What follows belongs to an exercise in optimizing a design on an open flow for small area, a short achievable clock period and few clock cycles; a production flow would make more cautious choices. Only simulation tests tie the RTL to the original design; equivalence was not proved. Power is estimated from default activity; no workload was simulated.

==> run F: inputs <==
// pmhf_engine
module pmhf_engine (
    input  wire        clk,
    input  wire        rst,
    input  wire        req_valid,
    input  wire        req_write,
    input  wire [11:0] req_addr,
    input  wire [63:0] req_wdata,
    output reg  [63:0] rdata,
    output wire        irq
);
Settings: LEC_CHECK=0, ABC_CLOCK_PERIOD_IN_PS=7000, CAP_MARGIN=20, CORE_MARGIN=2, CORE_UTILIZATION=40, PLACE_DENSITY=0.6, SETUP_SLACK_MARGIN=5, SLEW_MARGIN=20; clock period 15.0 ns.
run.sh (not shown) runs the stock make flow with config.mk's settings and CLKGATE_MAP_FILE= SYNTH_SCRIPT=/design/flow/synth_recipe.tcl, a recipe that flattens the netlist after the stock synthesis.
==> inputs of run B, as changes to run F <==
- ABC_CLOCK_PERIOD_IN_PS: 7000 -> not set
- SETUP_SLACK_MARGIN: 5 -> not set
==> summary of the runs <==
Run B produced a clean layout. Run F finished with timing, DRC and antenna clean. In run B the cell area is lower than in run F, by 0.63%. In sequential cell count, run F and run B do not differ. In synthesized cell count, run F and run B do not differ. In run B the clock power is larger than in run F, by about 3%. Of run F and run B, run F has the higher non-clock buffer count (gap 71). Clock skew: run B is lower than run F (19 ps). Against run F, the sequential share of layout area of run B is higher by 0.22 points. Of run B and run F, run B has the higher wire length (gap about 0.3%, measured against run F). Against run F, the total power of run B is higher by about 1.3%. Critical path depth: run F is lower than run B (17).
==> figures <==
| metric | run B | run F |
|---|---|---|
| Result of the run | complete, no violations | complete, no violations |
| Count of TritonRoute iterations in the first routing pass | 9 | 13 |
| Routed WL per cell | 27.70 um | 27.54 um |
| Design Power | 18800 uW | 18560 uW |
| Worst-case headroom to the max-slew limit | 13.52% | 15.62% |
| Multi-input gate area in the final layout | 98580 um2 | 99410 um2 |
| Static power due to leakage | 0.06765 uW | 0.06807 uW |
| Final cell utilization of the core | 43.95% | 44.23% |
| Non-clock buffers, area share | 2.219% | 2.544% |
| Post-route clock skew | 88.68 ps | 108.0 ps |
| Number of design-rule violations left by the first detailed-router iteration | 19599 | 19562 |
| Clock group share of total power | 41.7% | 41.2% |
| Post-Place Cell Area | 181700 um2 | 181800 um2 |
| Count of buffering cells on the critical path with inverters included | 5 | 6 |
| Final Critical Period | 13180 ps | 9776 ps |
| Setup WS post-layout | 1824 ps | 5224 ps |
| Combinational share of power | 16.5% | 16.4% |
| Vias/cell | 6.130 | 6.126 |
| Setup crit start | sq_j[1]$_DFFE_PN_ | c_j[1]$_DFF_P_ |
| Detailed-routing wirelength on met1 | 286.4 mm | 285.8 mm |
| ClkCell Share | 5.366% | 5.180% |
| Crit Reg-Reg Endpoint | ly_nrl$_DFFE_PN_ | d_s[10]$_DFF_P_ |
Testbench counts of run F, summed over its fixed seeds: cycles 6,994.
Testbench counts of run B, summed over its fixed seeds: cycles 6,994.

==> inputs of exp/lagoon <==
Another version of the RTL of pmhf_engine (not shown whole).
## pmhf_engine
module pmhf_engine (
    input  wire        clk,
    input  wire        rst,
    input  wire        req_valid,
    input  wire        req_write,
    input  wire [11:0] req_addr,
    input  wire [63:0] req_wdata,
    output reg  [63:0] rdata,
    output wire        irq
);
make LEC_CHECK=0 CAP_MARGIN=20 CORE_MARGIN=2 CORE_UTILIZATION=40 PLACE_DENSITY=0.6 SLEW_MARGIN=20 finish   # period 15.0 ns
==> inputs of exp/fjord, as changes to exp/lagoon <==
--- a/flow/design.v
+++ b/flow/design.v
@@ -48,29 +48,27 @@
   localparam [2:0] T_TOP  = 3'd6;    
   integer j, jv, jd, jc;
   function [319:0] wtab;
     input [3:0] idx;
     begin
-      case (idx)
-        4'd0: wtab = 320'h00000000000000000000000000000000000000000000000000000000000000000000000000000000;
-        4'd1: wtab = 320'h10441104411044110441104411044110441104411044110441104411044110441104411044110441;
-        4'd2: wtab = 320'h19041190411904119041190411904119041190411904119041190411904119041190411904119041;
-        4'd3: wtab = 320'h09041208241048209041208241048209041208241048209041208241048209041208241048209041;
-        4'd4: wtab = 320'h4104129d04104a74104129d04104a74104129d04104a74104129d04104a74104129d04104a741041;
-        4'd5: wtab = 320'h4104130ce951504104c33a5454104130ce951504104c33a5454104130ce951504104c33a54541041;
-        4'd6: wtab = 320'h410413a8a95b0c3410413a8a95b0c3410413a8a95b0c3410413a8a95b0c3410413a8a95b0c341041;
-        4'd7: wtab = 320'h41041410414104141041410414104141041410414104141041410414104141041410414104141041;
-        4'd8: wtab = 320'h4b5f0410414b5f0410414b5f0410414b5f0410414b5f0410414b5f0410414b5f0410414b5f041041;
-        4'd9: wtab = 320'h925c76c104105456186b7c64971db041041515861adf1925c76c104105456186b7c64971db041041;
-        4'd10: wtab = 320'h410415c10410570410415c10410570410415c10410570410415c10410570410415c1041057041041;
-        4'd11: wtab = 320'h1b649820820b0c36c930410416186d926082082c30db24c104105861b649820820b0c36c93041041;
-        4'd12: wtab = 320'h410416cecb92635be1861b8f0410416cecb92635be1861b8f0410416cecb92635be1861b8f041041;
-        4'd13: wtab = 320'hd368a2c104105c78d973be74da28b04104171e365cef9d368a2c104105c78d973be74da28b041041;
-        4'd14: wtab = 320'h61870410417d97451637d36b9df1c79267861870410417d97451637d36b9df1c7926786187041041;
-        4'd15: wtab = 320'h41041820820c104106082083041041820820c104106082083041041820820c104106082083041041;
-        default: wtab = 320'd0;
-      endcase
+      wtab = 320'd0;
+      wtab = wtab | ({320{idx == 4'd0}} & 320'h00000000000000000000000000000000000000000000000000000000000000000000000000000000);
+      wtab = wtab | ({320{idx == 4'd1}} & 320'h10441104411044110441104411044110441104411044110441104411044110441104411044110441);
+      wtab = wtab | ({320{idx == 4'd2}} & 320'h19041190411904119041190411904119041190411904119041190411904119041190411904119041);
+      wtab = wtab | ({320{idx == 4'd3}} & 320'h09041208241048209041208241048209041208241048209041208241048209041208241048209041);
+      wtab = wtab | ({320{idx == 4'd4}} & 320'h4104129d04104a74104129d04104a74104129d04104a74104129d04104a74104129d04104a741041);
+      wtab = wtab | ({320{idx == 4'd5}} & 320'h4104130ce951504104c33a5454104130ce951504104c33a5454104130ce951504104c33a54541041);
+      wtab = wtab | ({320{idx == 4'd6}} & 320'h410413a8a95b0c3410413a8a95b0c3410413a8a95b0c3410413a8a95b0c3410413a8a95b0c341041);
+      wtab = wtab | ({320{idx == 4'd7}} & 320'h41041410414104141041410414104141041410414104141041410414104141041410414104141041);
+      wtab = wtab | ({320{idx == 4'd8}} & 320'h4b5f0410414b5f0410414b5f0410414b5f0410414b5f0410414b5f0410414b5f0410414b5f041041);
+      wtab = wtab | ({320{idx == 4'd9}} & 320'h925c76c104105456186b7c64971db041041515861adf1925c76c104105456186b7c64971db041041);
+      wtab = wtab | ({320{idx == 4'd10}} & 320'h410415c10410570410415c10410570410415c10410570410415c10410570410415c1041057041041);
+      wtab = wtab | ({320{idx == 4'd11}} & 320'h1b649820820b0c36c930410416186d926082082c30db24c104105861b649820820b0c36c93041041);
+      wtab = wtab | ({320{idx == 4'd12}} & 320'h410416cecb92635be1861b8f0410416cecb92635be1861b8f0410416cecb92635be1861b8f041041);
+      wtab = wtab | ({320{idx == 4'd13}} & 320'hd368a2c104105c78d973be74da28b04104171e365cef9d368a2c104105c78d973be74da28b041041);
+      wtab = wtab | ({320{idx == 4'd14}} & 320'h61870410417d97451637d36b9df1c79267861870410417d97451637d36b9df1c7926786187041041);
+      wtab = wtab | ({320{idx == 4'd15}} & 320'h41041820820c104106082083041041820820c104106082083041041820820c104106082083041041);
     end
   endfunction
   function [10:0] rsum;
     input [63:0]  x;
     input [319:0] w;
==> comparison table <==
| quantity | exp/lagoon | exp/fjord |
|---|---|---|
| Count of synthesis-stage warnings from yosys | 10 | 10 |
| Run status | stopped before the end | no timing/DRC/antenna violations |
| Stage where the flow stopped | synthesis (1_2_yosys) | - |
Testbench counts of exp/lagoon, summed over its fixed seeds: cycles 10,074.
Testbench counts of exp/fjord, summed over its fixed seeds: cycles 10,074.

==> inputs of trial 39 <==
Another version of the RTL of pmhf_engine (not shown whole).
==> flow/config.mk <==
export PLATFORM = sky130hd
export DESIGN_NAME = pmhf_engine
export DESIGN_NICKNAME = pmhf_engine
export VERILOG_FILES = /design/flow/design.v
export SDC_FILE = /design/flow/constraint.sdc
export NUM_CORES = 4
export LEC_CHECK = 0
export ABC_CLOCK_PERIOD_IN_PS = 7000
export CAP_MARGIN = 30
export CORE_MARGIN = 2
export CORE_UTILIZATION = 50
export PLACE_DENSITY = 0.65
export SETUP_SLACK_MARGIN = 5
export SLEW_MARGIN = 30
==> flow/constraint.sdc <==
create_clock -name core_clock -period 15.0 [get_ports {clk}]
set_input_delay 3.0000 -clock core_clock [delete_from_list [all_inputs] [get_ports {clk}]]
set_output_delay 3.0000 -clock core_clock [all_outputs]
set_load 0.01 [all_outputs]
standard.sh (not shown) runs the stock make flow with config.mk's settings and CLKGATE_MAP_FILE= SYNTH_SCRIPT=/design/flow/synth_recipe.tcl, a recipe that flattens the netlist after the stock synthesis.
==> flow/flow/run.sh <==
#!/bin/bash
set -euo pipefail
bash standard.sh finish SETUP_SLACK_MARGIN=7 > flow_make.log 2>&1
==> build 14: changes against trial 39 <==
==> flow/config.mk (replaced) <==
export PLATFORM = sky130hd
export DESIGN_NAME = pmhf_engine
export DESIGN_NICKNAME = pmhf_engine
export VERILOG_FILES = /design/flow/design.v
export SDC_FILE = /design/flow/constraint.sdc
export NUM_CORES = 4
export LEC_CHECK = 0
export ABC_CLOCK_PERIOD_IN_PS = 7000
export CAP_MARGIN = 30
export CORE_MARGIN = 2
export CORE_UTILIZATION = 40
export PLACE_DENSITY = 0.6
export SETUP_SLACK_MARGIN = 5
export SLEW_MARGIN = 30
==> trial 74: changes against trial 39 <==
--- a/flow/design.v
+++ b/flow/design.v
@@ -1545,19 +1545,17 @@
   reg [9:0]  ly_rlos, ly_rloe, ly_rhos, ly_rhoe;
   wire        idle_now = !st_busy;
   wire [1:0]  top_j    = act_l[1:0] - 2'd1;
   wire [W-1:0] k_lo    = idle_now ? opa[W-1:0] : key_lo;
   wire [W-1:0] k_hi    = idle_now ? opb[W-1:0] : key_hi;
   wire [1:0]  su_j   = idle_now ? top_j : (sq_j - 2'd1);
   wire        su_top = idle_now;
-  reg  [4:0]  tp_s, dn_s;
-  reg  [3:0]  tp_ps, dn_ps, tp_w, dn_w;
-  wire [4:0]  su_s   = idle_now ? tp_s : dn_s;
-  wire [3:0]  su_ps  = idle_now ? tp_ps : dn_ps;
-  wire [3:0]  su_w   = idle_now ? tp_w : dn_w;
+  wire [4:0]  su_s   = lay_s[su_j];
+  wire [3:0]  su_ps  = lay_ps[su_j];
+  wire [3:0]  su_w   = lay_w[su_j];
   wire [15:0] su_sm  = (16'd1 << su_s) - 16'd1;
   wire [9:0]  su_wm  = (10'd1 << su_w) - 10'd1;
   wire [15:0] su_blo = k_lo >> su_s;
   wire [15:0] su_bhi = k_hi >> su_s;
   wire [16:0] su_wl  = {1'b0, k_lo >> su_ps};
   wire [16:0] su_wh  = {1'b0, k_hi >> su_ps};
   wire [9:0]  su_ol  = su_blo[9:0] & su_wm;
@@ -1675,22 +1673,22 @@
     end
   endfunction
   wire [63:0] a1_va = hash_a1(r_pre, act_sd1);
   wire [63:0] a1_vb = hash_a1(r_pre, act_sd2);
   wire [63:0] a2_ha = hash_a2(a2_va);
   wire [63:0] a2_hb = hash_a2(a2_vb);
   wire        cf_run = (mode == M_CFG) && !cfg_chk;
-  wire        cf_hb  = (mcnt == 5'd31);
-  wire        cf_hc  = (mcnt == 5'd30);
-  wire [63:0] cf_a   = cf_hb ? act_sd2 : cf_hc ? act_sd1 : {act_sd2[61:0], 2'b00};
-  wire [63:0] cf_b   = cf_hb ? HBC : cf_hc ? {HC[63:16], 16'd0} : act_sd1;
-  wire [1:0]  cf_dig = (cf_hb || cf_hc) ? 2'd1 : HA[{mcnt[3:0], 1'b0} +: 2];
+  wire [63:0] cf_a   = (mcnt == 5'd31) ? act_sd2 :
+                       (mcnt == 5'd30) ? act_sd1 : {act_sd2[62:0], 1'b0};
+  wire [63:0] cf_b   = (mcnt == 5'd31) ? HBC :
+                       (mcnt == 5'd30) ? {HC[63:16], 16'd0} :
+                       (HA[mcnt] ? act_sd1 : 64'd0);
   wire [63:0] g_a  = cf_run ? cf_a : a2_ha;
   wire [63:0] g_b  = cf_run ? cf_b : a2_hb;
-  wire [1:0]  g_j  = cf_run ? cf_dig : a2_j;
+  wire [1:0]  g_j  = cf_run ? 2'd1 : a2_j;
   wire [63:0] gb1  = g_j[0] ? g_b : 64'd0;
   wire [63:0] gb2  = g_j[1] ? {g_b[62:0], 1'b0} : 64'd0;
   wire [63:0] gsq  = cf_run ? 64'd0 :
                      {60'd0, a2_j[1] & a2_j[0], a2_j[1] & ~a2_j[0], 1'b0, a2_j[0]};
   wire [63:0] cs1_s = g_a ^ gb1 ^ gb2;
   wire [63:0] cs1_c = {(g_a[62:0] & gb1[62:0]) | (g_a[62:0] & gb2[62:0]) |
                        (gb1[62:0] & gb2[62:0]), 1'b0};
@@ -1764,19 +1762,15 @@
              (nx_mlo[2] & nx_blo[3]) |
              (nx_mhi[0] & bhi_e[1] & bhi_e[2] & bhi_e[3]) |
              (nx_mhi[1] & bhi_e[2] & bhi_e[3]) |
              (nx_mhi[2] & bhi_e[3]);
   end
   wire probes_done = !sq_run && !r_v && !a2_v && !c_v && !d_v;
   wire con_done = probes_done || (e_v && e_tag == T_PT && !e_hit);
-  wire [3:0] up_m  = (e_j == 2'd0) ? 4'b1110 : (e_j == 2'd1) ? 4'b1100 :
-                     (e_j == 2'd2) ? 4'b1000 : 4'b0000;
-  wire ov_dead = e_v && (e_tag != T_ADD) && (e_tag != T_PT) && (e_j != top_j) &&
-                 |(~nx_blo & up_m) && |(~bhi_e & up_m);
-  wire ovl_done = probes_done || ov_res || ov_dead;
+  wire ovl_done = probes_done || ov_res;
   wire q_done   = st_busy && ((mode == M_CON && con_done) ||
                               (mode == M_OVL && ovl_done));
   reg [10:0] cf_m  [0:L_MAX-1];
   reg [3:0]  cf_e  [0:L_MAX-1];
   reg [10:0] cf_mo [0:L_MAX-1];
   integer jc, t;
   always @* begin
@@ -1784,16 +1778,15 @@
       cf_m[jc] = {lat_n, 5'd0} >> lay_w[jc];
       cf_e[jc] = 4'd0;
       for (t = 10; t >= 0; t = t - 1)
         if (cf_m[jc][t]) cf_e[jc] = t;
       cf_mo[jc] = cf_m[jc] >> cf_e[jc];
     end
   end
-  reg  cfg_clr;
-  wire cfg_install = cfg_clr;
+  wire cfg_install = (mode == M_CFG) && cfg_chk && (v_det == 7'd0);
   always @(posedge clk) begin
     if (idle_now) begin
       if (spec_go || launch_ov) begin
         r_j <= pj; r_pre <= pt_pre; r_oa <= pt_off; r_ob <= pt_off;
       end else begin
         r_j <= 2'd0; r_pre <= sp_pre; r_oa <= sp_off; r_ob <= sp_off;
       end
@@ -1837,17 +1830,14 @@
       st_errcode <= E_NONE;
       st_lastop  <= cur_op;
       mode       <= M_IDLE;
     end
   endtask
   task load_layer;
     begin
-      dn_s    <= lay_s[su_j - 2'd1];
-      dn_ps   <= lay_ps[su_j - 2'd1];
-      dn_w    <= lay_w[su_j - 2'd1];
       ly_nblo <= su_plo;
       ly_nbhi <= su_phi && !su_same;
       ly_same <= su_same;
       ly_plo  <= su_plo;
       ly_phi  <= su_phi;
       ly_nrl  <= su_nrl;
       ly_nrh  <= su_nrh;
@@ -1862,16 +1852,14 @@
       ly_rhws <= su_rhws[15:0];
       ly_rhos <= su_rhos;
       ly_rhwe <= su_cwh[15:0];
       ly_rhoe <= su_coh;
     end
   endtask
   always @(posedge clk) begin
-    tp_s <= lay_s[top_j]; tp_ps <= lay_ps[top_j]; tp_w <= lay_w[top_j];
-    cfg_clr <= !rst && (mode == M_CFG) && cfg_chk && (v_det == 7'd0);
     if (rst) begin
       rdata        <= 64'd0;
       st_busy      <= 1'b0;
       st_done      <= 1'b0;
       st_result    <= 1'b0;
       st_err       <= 1'b0;
       st_cfg_valid <= 1'b0;
@@ -1987,16 +1975,16 @@
               st_result  <= 1'b0;
               st_err     <= 1'b1;
               st_errcode <= E_INVALID;
               st_lastop  <= cur_op;
               mode       <= M_IDLE;
             end else begin
               act_sd1 <= cfg_seed;
-              act_sd2 <= 64'd0;            
-              mcnt    <= 5'd14;
+              act_sd2 <= cfg_seed;         
+              mcnt    <= 5'd28;
               lat_n   <= v_nn;
               act_l   <= cfg_l[2:0];
               for (j = 0; j < L_MAX; j = j + 1) begin
                 lay_d[j]  <= cfg_delta[j][3:0];
                 lay_w[j]  <= cfg_delta[j][3:0] - 4'd1;
               end
               lay_s[0]  <= 5'd0;
==> flow/run.sh (new file) <==
#!/bin/bash
# synth_recipe.tcl (not shown) runs the flow's synth.tcl, then flattens the netlist and writes it again
# the make line also repeats each setting of config.mk as NAME=value (left out here)
make -C /OpenROAD-flow-scripts/flow DESIGN_CONFIG=/design/flow/config.mk WORK_HOME=/design/flow/orfs CLKGATE_MAP_FILE= SYNTH_SCRIPT=/design/flow/synth_recipe.tcl finish
==> flow/config.mk (replaced) <==
export PLATFORM = sky130hd
export DESIGN_NAME = pmhf_engine
export DESIGN_NICKNAME = pmhf_engine
export VERILOG_FILES = /design/flow/design.v
export SDC_FILE = /design/flow/constraint.sdc
export NUM_CORES = 4
export LEC_CHECK = 0
export ABC_CLOCK_PERIOD_IN_PS = 7000
export CAP_MARGIN = 20
export CORE_MARGIN = 2
export CORE_UTILIZATION = 40
export PLACE_DENSITY = 0.6
export SETUP_SLACK_MARGIN = 5
export SLEW_MARGIN = 20
removed: flow/flow/run.sh
removed: flow/standard.sh
==> trial 23: changes against trial 39 <==
==> flow/flow/run.sh (replaced) <==
#!/bin/bash
set -euo pipefail
bash standard.sh finish SETUP_SLACK_MARGIN=8 > flow_make.log 2>&1
==> flow/config.mk (replaced) <==
export PLATFORM = sky130hd
export DESIGN_NAME = pmhf_engine
export DESIGN_NICKNAME = pmhf_engine
export VERILOG_FILES = /design/flow/design.v
export SDC_FILE = /design/flow/constraint.sdc
export NUM_CORES = 4
export LEC_CHECK = 0
export ABC_CLOCK_PERIOD_IN_PS = 7000
export CAP_MARGIN = 30
export CORE_MARGIN = 2
export CORE_UTILIZATION = 40
export PLACE_DENSITY = 0.6
export SETUP_SLACK_MARGIN = 5
export SLEW_MARGIN = 30
==> flow_summary.json <==
{
  "status": "no timing/DRC/antenna violations",
  "grtUsageMet2": 0.6141,
  "yosys-top-cells-area": "dfxtp_1 27%, edfxtp_1 9.6%, a22o_1 6.5%",
  "worst-path-max-fanout": 7,
  "crit_path_max_incr_delay_ns": 0.59,
  "final_util": 0.5864,
  "critPathBufInv": 5,
  "gr-usage-met3": 0.1490,
  "synth-compound-area-share": 0.2205,
  "dpl_cell_area_um2": 161700,
  "seqCellArea_um2": 56830
}
The numbers above come from trial 39.

==> flow_summary.json <==
{
  "final_util": 0.4938,
  "gr-usage-met3": 0.1069,
  "dpl_cell_area_um2": 163900,
  "grtUsageMet2": 0.5199,
  "yosys-top-cells-area": "dfxtp_1 27%, edfxtp_1 9.6%, a22o_1 6.5%",
  "status": "no timing/DRC/antenna violations",
  "synth-compound-area-share": 0.2205,
  "crit_path_max_incr_delay_ns": 0.59,
  "yosysMostFrequentCell": "nand2_1"
}
The numbers above come from trial 23.

==> flow_summary.json <==
{
  "status": "no timing/DRC/antenna violations",
  "worst-path-max-fanout": 4,
  "yosys-top-cells-area": "dfxtp_1 27%, edfxtp_1 9.6%, a22o_1 6.5%",
  "synth-compound-area-share": 0.2205,
  "grtUsageMet2": 0.5336,
  "critPathBufInv": 3
}
The numbers above come from build 14.

==> flow_summary.json <==
{
  "status": "no timing/DRC/antenna violations",
  "yosys-top-cells-area": "dfxtp_1 27%, edfxtp_1 9.3%, a22o_1 6.0%",
  "seqCellArea_um2": 56080,
  "grtUsageMet2": 0.5301,
  "worst-path-max-fanout": 199,
  "final_util": 0.4516,
  "critPathBufInv": 5
}
The numbers above come from trial 74.

Testbench counts of trial 39, summed over its fixed seeds: cycles 6,232.
Testbench counts of build 14, summed over its fixed seeds: cycles 6,232.
Testbench counts of trial 74, summed over its fixed seeds: cycles 6,476.
Testbench counts of trial 23, summed over its fixed seeds: cycles 6,232.

[afterwards: timing with drivers on the ports]
No port has a modelled driver above. Below, the same layouts with a new extraction and two added sets of constraints. Step 1, drivers: a clkbuf_16 drives clk and a buf_2 each remaining input, both assumed. Step 2 also shifts input and output timing later by t, the mid clock arrival at the registers, as if the neighbouring blocks saw the same clock. Three values: no drivers, after step 1, after step 2; two values: the first two.
run | t, ns | slack for setup (ns) | worst setup path after step 2 | clock arrival spread, ns
run F | 1.050 | 5.224 / 5.224 / 5.224 | register to register | 0.127 / 0.128
run B | 1.062 | 1.824 / 1.824 / 1.824 | register to register | 0.102 / 0.103
exp/fjord | 1.044 | 0.550 / 0.550 / 0.550 | register to register | 0.081 / 0.080
trial 39 | 1.071 | 6.118 / 6.118 / 6.118 | register to register | 0.139 / 0.139
build 14 | 1.063 | 5.923 / 5.923 / 5.923 | register to register | 0.098 / 0.098
trial 74 | 1.034 | 5.070 / 5.070 / 5.070 | register to register | 0.117 / 0.117
trial 23 | 1.069 | 6.091 / 6.091 / 6.091 | register to register | 0.150 / 0.149
After both steps setup and hold are still met in every run listed.
